This is an optimization exercise on Yosys and OpenROAD, whose aim is small area, a short achievable clock period and few clock cycles per item, not a production implementation. At most, simulation tests tie the RTL to the original design; equivalence was not proved.

Setup of before:
==> flow/design.v (excerpt) <==
module cvdsp_noise (
    input  wire        clk,
    input  wire        rst,           
    input  wire        start,
    input  wire [1:0]  op,
    input  wire        clk_flag,      
    input  wire        hold_flag,     
    input  wire [2:0]  scale_sel,     
    input  wire [31:0] now,           
    input  wire [7:0]  pot_a,         
    input  wire [7:0]  pot_b,         
    input  wire [7:0]  pot3,          
    input  wire [15:0] raw_a,         
    input  wire [15:0] raw_b,         
    input  wire [31:0] arg,           
    input  wire [31:0] cfg_tmin,      
    input  wire [31:0] cfg_tmax,      
    input  wire [15:0] cfg_ext_thresh,  
    input  wire [31:0] cfg_pulse_us,  
    output wire        done,
    output wire  [13:0] quant_mv,      
    output wire         pulse,         
    output wire  [1:0]  fired,         
    output wire  [31:0] seed,          
    output wire  [13:0] cur_a,         
    output wire  [13:0] cur_b,         
    output wire  [31:0] last_a,        
    output wire  [31:0] last_b,        
    output wire  [2:0]  scale,         
    output wire         armed,         
    output wire  [31:0] pulse_until    
);
export LEC_CHECK = 0
export ABC_AREA = 1
export CAP_MARGIN = 20
export CORE_MARGIN = 2
export CORE_UTILIZATION = 40
export PLACE_DENSITY = 0.6
export SLEW_MARGIN = 20
create_clock -name core_clock -period 22.0 [get_ports {clk}]
standard.sh (not shown) runs the stock make flow with config.mk's settings and CLKGATE_MAP_FILE= SYNTH_SCRIPT=/design/flow/synth_recipe.tcl, a recipe that flattens the netlist after the stock synthesis.
==> flow/flow/run.sh <==
#!/bin/bash
# The standard layout, with plain buffers (sky130_fd_sc_hd__buf_2) on the
# ports instead of buffer_ports's default choice, and timing repair asked for
# 9.5 ns of setup slack at the design's clock period.
# The make output goes to layout.log here; ORFS's per-step logs stay under orfs/logs.
set -euo pipefail
export BUFFER_PORTS_ARGS="-buffer_cell sky130_fd_sc_hd__buf_2"
export SETUP_SLACK_MARGIN=9.5
bash standard.sh > layout.log 2>&1
before went all the way through the flow, and no timing, DRC or antenna check failed.
Testbench counts of before, summed over its fixed seeds: cycles 12,000, commands 12,000.
Input-level comparison between after and before:
==> flow/flow/run.sh <==
#!/bin/bash
# The standard layout, with plain buffers (sky130_fd_sc_hd__buf_2) on the
# ports instead of buffer_ports's default choice, and timing repair asked for
# 8 ns of setup slack at the design's clock period.
# The make output goes to layout.log here; ORFS's per-step logs stay under orfs/logs.
set -euo pipefail
export BUFFER_PORTS_ARGS="-buffer_cell sky130_fd_sc_hd__buf_2"
export SETUP_SLACK_MARGIN=8
bash standard.sh > layout.log 2>&1
### Flow results
Delta(global-route usage, after - before) < 0. Largest stage delay on the critical path: after and before compared, higher one is after. Wire length on met2 shrinks by a little under 10% when moving from before to after. after vs. before: worst hold slack went up by 0.013 ns. The flow did not stop early for after: all stages ran, and the layout cleared the timing, design-rule and antenna checks. In terms of clock slew seen by the registers of the worst setup and hold paths, after and before differ only marginally. Compared with before, after shows a share of the clock period used by the worst path that is 5.4 points higher. Worst setup slack is lower on after.

* * *

Another version of the RTL of cvdsp_noise (not shown whole).
For scale: ~11000 cells after synthesis, roughly 420 I/O pins.
make LEC_CHECK=0 ABC_AREA=1 CAP_MARGIN=20 CORE_MARGIN=2 CORE_UTILIZATION=40 PLACE_DENSITY=0.6 SLEW_MARGIN=20 finish   # period 22.0 ns
run.sh (not shown) runs the stock make flow with config.mk's settings and CLKGATE_MAP_FILE= SYNTH_SCRIPT=/design/flow/synth_recipe.tcl, a recipe that flattens the netlist after the stock synthesis.
Stock flow here: none of the scripts above is used.
Testbench counts at the start, summed over its fixed seeds: cycles 12,000, commands 12,000.
Edit:
- CORE_UTILIZATION: 40 -> 60
- PLACE_DENSITY: 0.6 -> 0.75
Cell area goes down by 1.6%.
Via count goes up by 2.2%.
Wire length goes down by 13%.
Utilization goes up by 21 points.
Worst hold slack is about the same.
Global-route usage goes up by 9.7 points.
Fmax goes down by 0.34%.

* * *

v18:
Another version of the RTL of cvdsp_noise (not shown whole).
For scale: about 12000 cells after synthesis, about 420 I/O pins, about 0.082 mm^2 of cells after synthesis.
export LEC_CHECK = 0
export ABC_AREA = 1
export CAP_MARGIN = 20
export CORE_MARGIN = 2
export CORE_UTILIZATION = 40
export PLACE_DENSITY = 0.6
export SLEW_MARGIN = 20
create_clock -name core_clock -period 22.0 [get_ports {clk}]
standard.sh (not shown) runs the stock make flow with config.mk's settings and CLKGATE_MAP_FILE= SYNTH_SCRIPT=/design/flow/synth_recipe.tcl, a recipe that flattens the netlist after the stock synthesis.
==> flow/flow/run.sh <==
#!/bin/bash
# The standard layout, with plain buffers (sky130_fd_sc_hd__buf_2) on the
# ports instead of buffer_ports's default choice, and timing repair asked for
# 9 ns of setup slack at the design's clock period.
# The make output goes to layout.log here; ORFS's per-step logs stay under orfs/logs.
set -euo pipefail
export BUFFER_PORTS_ARGS="-buffer_cell sky130_fd_sc_hd__buf_2"
export SETUP_SLACK_MARGIN=9
bash standard.sh > layout.log 2>&1
v18 reached the end of the flow, and the finished layout is clean on the timing, design-rule and antenna checks.
Testbench counts of v18, summed over its fixed seeds: cycles 12,000, commands 12,000.
> inputs changed (v18 -> v53)
# v18
export LEC_CHECK = 0
export ABC_AREA = 1
export CAP_MARGIN = 20
export CORE_MARGIN = 2
export CORE_UTILIZATION = 40
export PLACE_DENSITY = 0.6
export SLEW_MARGIN = 20
create_clock -name core_clock -period 22.0 [get_ports {clk}]
# v53
export LEC_CHECK = 0
export ABC_AREA = 0
export CAP_MARGIN = 20
export CORE_MARGIN = 2
export CORE_UTILIZATION = 40
export PLACE_DENSITY = 0.6
export SLEW_MARGIN = 20
create_clock -name core_clock -period 22.0 [get_ports {clk}]
Max setup slack across v53 and v18: v18
Between v53 and v18, non-clock buffer count is lower for v18, v53 comes in above that.
Against v18, v53 comes in 29 mm higher on wire length of the first global-routing pass.
In v53 relative to v18, routed length per instance had gone up by more than 10%.
Higher sequential share of layout area was reported by v18, not v53.
Compared with v18, v53 shows a count of clock-buffer cells in the layout that is about 27% lower.
On v53: area added between synthesis and finish is 3.4 points higher than what v18 gave.
Going from v18 to v53, time the final worst path needs with I/O delays and setup higher, slew at the pin closest to its max-slew limit +0.011 ns, wire length rose 6.7%.
The following lists how v46 was set up differently from v53:
# v53
export LEC_CHECK = 0
export ABC_AREA = 0
export CAP_MARGIN = 20
export CORE_MARGIN = 2
export CORE_UTILIZATION = 40
export PLACE_DENSITY = 0.6
export SLEW_MARGIN = 20
create_clock -name core_clock -period 22.0 [get_ports {clk}]
# v46
export LEC_CHECK = 0
export ABC_AREA = 1
export CAP_MARGIN = 20
export CORE_MARGIN = 2
export CORE_UTILIZATION = 55
export PLACE_DENSITY = 0.7
export SLEW_MARGIN = 20
create_clock -name core_clock -period 22.0 [get_ports {clk}]
v46 reached the end of the flow, and the finished layout is clean on the timing, design-rule and antenna checks.
Relative to v53, number of tapcells has decreased by about 30% in v46.
Between v46 and v53, the post-layout instance count excluding filler cells is higher for v46.
Beginning of the critical path = pot3[0]: v53; beginning of the critical path = pot3[1]: v46
Relative to v46, the following input files were edited for v30:
# v46
export LEC_CHECK = 0
export ABC_AREA = 1
export CAP_MARGIN = 20
export CORE_MARGIN = 2
export CORE_UTILIZATION = 55
export PLACE_DENSITY = 0.7
export SLEW_MARGIN = 20
create_clock -name core_clock -period 22.0 [get_ports {clk}]
# v30
export LEC_CHECK = 0
export ABC_AREA = 1
export CAP_MARGIN = 20
export CORE_MARGIN = 2
export CORE_UTILIZATION = 40
export PLACE_DENSITY = 0.6
export SLEW_MARGIN = 20
create_clock -name core_clock -period 22.0 [get_ports {clk}]
==> flow/flow/run.sh <==
#!/bin/bash
# The standard layout, with plain buffers (sky130_fd_sc_hd__buf_2) on the
# ports instead of buffer_ports's default choice, and timing repair asked for
# 8 ns of setup slack at the design's clock period.
# The make output goes to layout.log here; ORFS's per-step logs stay under orfs/logs.
set -euo pipefail
export BUFFER_PORTS_ARGS="-buffer_cell sky130_fd_sc_hd__buf_2"
export SETUP_SLACK_MARGIN=8
bash standard.sh > layout.log 2>&1
## What came out
v46 reports its worst setup path startpoint as pot3[1] while v30 reports pot_b[1]. Of the two values seen for master of the slowest instance on the critical path, sky130_fd_sc_hd__fa_1 was produced by v46 and sky130_fd_sc_hd__o41ai_1 by v30. v30 packs its core more loosely than v46. The worst-case reg-to-reg path depth of v30 falls short of that of v46 by 4.9%. v30 vs v46 on final cell area excluding filler cells: v30 is the lower one.

* * *

== v6 ==
Another version of the RTL of cvdsp_noise (not shown whole).
For scale: ~12000 cells after synthesis, roughly 260 flip-flops, roughly 420 I/O pins.
export LEC_CHECK = 0
export ABC_AREA = 1
export CAP_MARGIN = 20
export CORE_MARGIN = 2
export CORE_UTILIZATION = 40
export PLACE_DENSITY = 0.6
export SLEW_MARGIN = 20
create_clock -name core_clock -period 22.0 [get_ports {clk}]
==> flow/flow/run.sh <==
#!/bin/bash
# The standard layout, with plain buffers (sky130_fd_sc_hd__buf_2) on the
# ports instead of buffer_ports's default choice, and timing repair asked for
# 9.5 ns of setup slack at the design's clock period.
# The make output goes to layout.log here; ORFS's per-step logs stay under orfs/logs.
set -euo pipefail
export BUFFER_PORTS_ARGS="-buffer_cell sky130_fd_sc_hd__buf_2"
export SETUP_SLACK_MARGIN=9.5
bash standard.sh > layout.log 2>&1
v6 went all the way through synthesis, placement and routing and the layout is clean on timing, DRC and antenna.
Testbench counts of v6, summed over its fixed seeds: cycles 12,000, commands 12,000.
Input-level comparison between v7 and v6:
-- flow/flow/run.sh --
<<< v6, line 4
# 9.5 ns of setup slack at the design's clock period.
>>> v7, line 4
# 9 ns of setup slack at the design's clock period.
<<< v6, line 8
export SETUP_SLACK_MARGIN=9.5
>>> v7, line 8
export SETUP_SLACK_MARGIN=9
Results
- v7 completed every stage of the flow, and the final layout passed the timing, design-rule and antenna checks.
- The flow did not stop early for v6: all stages ran, and the layout cleared the timing, design-rule and antenna checks.
- Compared with v6, in v7 layout overhead on the synthesized area has decreased; number of DRC violations after detailed-routing iteration 0 has decreased; non-clock buffer count has decreased.
- The worst hold slack in v7 was lower than what v6 gave.
- In v7, highest net fanout along the worst path is lower than in v6.
- Final cell count, v7 and v6, lower one = v7.
- Changes observed in v7 relative to v6: post-layout minimum cycle time up 290 ps, count of instances resized after the clock tree is built decreased by about 50% relative to the old numbers, overall routing resource usage -0.57 points.

* * *

Another version of the RTL of cvdsp_noise (not shown whole).
Size: roughly 13,000 cells after synthesis, about 260 flip-flops, ~420 I/O pins.
## cvdsp_noise
module cvdsp_noise (
    input  wire        clk,
    input  wire        rst,           
    input  wire        start,
    input  wire [1:0]  op,
    input  wire        clk_flag,      
    input  wire        hold_flag,     
    input  wire [2:0]  scale_sel,     
    input  wire [31:0] now,           
    input  wire [7:0]  pot_a,         
    input  wire [7:0]  pot_b,         
    input  wire [7:0]  pot3,          
    input  wire [15:0] raw_a,         
    input  wire [15:0] raw_b,         
    input  wire [31:0] arg,           
    input  wire [31:0] cfg_tmin,      
    input  wire [31:0] cfg_tmax,      
    input  wire [15:0] cfg_ext_thresh,  
    input  wire [31:0] cfg_pulse_us,  
    output wire        done,
    output wire  [13:0] quant_mv,      
    output wire         pulse,         
    output wire  [1:0]  fired,         
    output wire  [31:0] seed,          
    output wire  [13:0] cur_a,         
  ...
==> flow/config.mk <==
export PLATFORM = sky130hd
export DESIGN_NAME = cvdsp_noise
export DESIGN_NICKNAME = cvdsp_noise
export VERILOG_FILES = /design/flow/design.v
export SDC_FILE = /design/flow/constraint.sdc
export NUM_CORES = 4
export LEC_CHECK = 0
export ABC_AREA = 1
export CAP_MARGIN = 20
export CORE_MARGIN = 2
export CORE_UTILIZATION = 40
export PLACE_DENSITY = 0.6
export SLEW_MARGIN = 20
==> flow/constraint.sdc <==
create_clock -name core_clock -period 22.0 [get_ports {clk}]
set_input_delay 4.4000 -clock core_clock [delete_from_list [all_inputs] [get_ports {clk}]]
set_output_delay 4.4000 -clock core_clock [all_outputs]
set_load 0.01 [all_outputs]
==> flow/flow/run.sh <==
#!/bin/bash
# The standard layout, with plain buffers (sky130_fd_sc_hd__buf_2) on the
# ports instead of buffer_ports's default choice, and timing repair asked for
# 8 ns of setup slack at the design's clock period.
# The make output goes to layout.log here; ORFS's per-step logs stay under orfs/logs.
set -euo pipefail
export BUFFER_PORTS_ARGS="-buffer_cell sky130_fd_sc_hd__buf_2"
export SETUP_SLACK_MARGIN=8
bash standard.sh > layout.log 2>&1
The baseline completed without violations.
Testbench counts at the start, summed over its fixed seeds: cycles 12,000, commands 12,000.
Then changed:
==> flow/flow/run.sh (replaced) <==
#!/bin/bash
# The standard layout, with plain buffers (sky130_fd_sc_hd__buf_2) on the
# ports instead of buffer_ports's default choice, and timing repair asked for
# 11 ns of setup slack at the design's clock period.
# The make output goes to layout.log here; ORFS's per-step logs stay under orfs/logs.
set -euo pipefail
export BUFFER_PORTS_ARGS="-buffer_cell sky130_fd_sc_hd__buf_2"
export SETUP_SLACK_MARGIN=11
bash standard.sh > layout.log 2>&1
The changed run completed without violations.
Non-clock buffer count grows by 913.
Setup slack improved by 0.87 ns.
Then changed:
==> flow/run.sh (new file) <==
#!/bin/bash
# synth_recipe.tcl (not shown) runs the flow's synth.tcl, then flattens the netlist and writes it again
# the make line also repeats each setting of config.mk as NAME=value (left out here)
make -C /OpenROAD-flow-scripts/flow DESIGN_CONFIG=/design/flow/config.mk WORK_HOME=/design/flow/orfs CLKGATE_MAP_FILE= SYNTH_SCRIPT=/design/flow/synth_recipe.tcl finish
removed: flow/flow/run.sh
removed: flow/standard.sh
Synthesized area is unchanged.
Global-route usage is lower by 3.5 points.
Clock skew came out higher by 0.029 ns.
Design area drops by 13%.
Wire length falls by 16%.
Worst setup slack is worse by 2.5 ns.
Non-clock buffer count went down by 919.
Die area stays the same.
Clock-buffer cell count rises by 6.
Then changed:
==> flow/flow/run.sh (new file) <==
#!/bin/bash
# The standard layout, with the port buffers that buffer_ports inserts
# made plain buffers (sky130_fd_sc_hd__buf_2) instead of its default choice.
# The make output goes to layout.log here; ORFS's per-step logs stay under orfs/logs.
set -euo pipefail
export BUFFER_PORTS_ARGS="-buffer_cell sky130_fd_sc_hd__buf_2"
bash standard.sh > layout.log 2>&1
==> flow/standard.sh (new file) <==
#!/bin/bash
# synth_recipe.tcl (not shown) runs the flow's synth.tcl, then flattens the netlist and writes it again
# the make line also repeats each setting of config.mk as NAME=value (left out here)
make -C /OpenROAD-flow-scripts/flow DESIGN_CONFIG=/design/flow/config.mk WORK_HOME=/design/flow/orfs CLKGATE_MAP_FILE= SYNTH_SCRIPT=/design/flow/synth_recipe.tcl "${@:-finish}"
removed: flow/run.sh
=>
- setup slack gets better by 0.28 ns
- core utilization falls by 0.98 points
- wire length falls by about 1.2%
- first-iteration DRC count rises by about 7%
- register-to-register slack gets better by 0.10 ns

* * *

cvdsp_noise, a different RTL version from the one above (not shown whole).
Size: about 260 flip-flops, ~81000 sq um of cells after synthesis.
export LEC_CHECK = 0
export ABC_AREA = 1
export CAP_MARGIN = 20
export CORE_MARGIN = 2
export CORE_UTILIZATION = 40
export PLACE_DENSITY = 0.6
export SLEW_MARGIN = 20
create_clock -name core_clock -period 22.0 [get_ports {clk}]
==> flow/flow/run.sh <==
#!/bin/bash
# The standard layout, with plain buffers (sky130_fd_sc_hd__buf_2) on the
# ports instead of buffer_ports's default choice, and timing repair asked for
# 8 ns of setup slack at the design's clock period.
# The make output goes to layout.log here; ORFS's per-step logs stay under orfs/logs.
set -euo pipefail
export BUFFER_PORTS_ARGS="-buffer_cell sky130_fd_sc_hd__buf_2"
export SETUP_SLACK_MARGIN=8
bash standard.sh > layout.log 2>&1
Change:
--- a/flow/flow/run.sh
+++ b/flow/flow/run.sh
@@ -4 +4 @@
-# 8 ns of setup slack at the design's clock period.
+# 9 ns of setup slack at the design's clock period.
@@ -8 +8 @@
-export SETUP_SLACK_MARGIN=8
+export SETUP_SLACK_MARGIN=9
The changed run went through all stages and came out clean.
Cell count went up by 1.4%.
Die area stays the same.
First-iteration DRC count went up by 6.6%.
No run of this note included a check of the RTL's function; only the layout flow was run.

## separate check: timing with driven ports
In the flow no input, the clock included, has a driving cell. The finished layouts below were timed again as built, in two steps.
Step 1, drivers: a clkbuf_16 drives clk and a buf_2 each remaining input, both assumed.
Step 2 adds t to the input delays and takes it off the output delays; t is the mean of the earliest and latest rising clock arrival at the registers after step 1. Input paths then give back, and output paths get back, about the clock's delay inside the block.
Slacks: ideal / step 1 / step 2; pairs: ideal / step 1.
run | t, ns | setup slack, ns | cell pins on the clock port's net
before | 0.704 | 9.360 / 9.323 / 8.670 | 1
after | 0.716 | 8.167 / 8.218 / 7.502 | 1
the first run of note 2 | 0.679 | 5.692 / 5.628 / 5.226 | 1
the second run of note 2 | 0.672 | 5.636 / 5.681 / 5.009 | 1
v18 | 0.651 | 9.045 / 9.051 / 8.400 | 1
v53 | 0.728 | 8.074 / 7.955 / 7.227 | 1
v46 | 0.649 | 8.850 / 8.849 / 8.200 | 1
v30 | 0.642 | 8.177 / 8.229 / 7.587 | 1
v6 | 0.637 | 9.470 / 9.420 / 8.809 | 1
v7 | 0.629 | 9.182 / 9.115 / 8.603 | 1
the first run of note 5 | 0.746 | 8.376 / 8.433 / 7.688 | 1
the second run of note 5 | 0.698 | 9.247 / 9.177 / 9.247 | 1
the third run of note 5 | 0.695 | 6.789 / 6.704 / 6.883 | 1
the fourth run of note 5 | 0.742 | 7.073 / 6.996 / 7.368 | 1
the first run of note 6 | 0.657 | 8.040 / 8.094 / 7.437 | 1
the second run of note 6 | 0.700 | 8.954 / 8.886 / 8.186 | 1
After both steps setup and hold are still met in every run listed. For v53, which loses most, drivers alone change the setup slack by -0.119 ns; drivers and shift together by -0.847 ns.
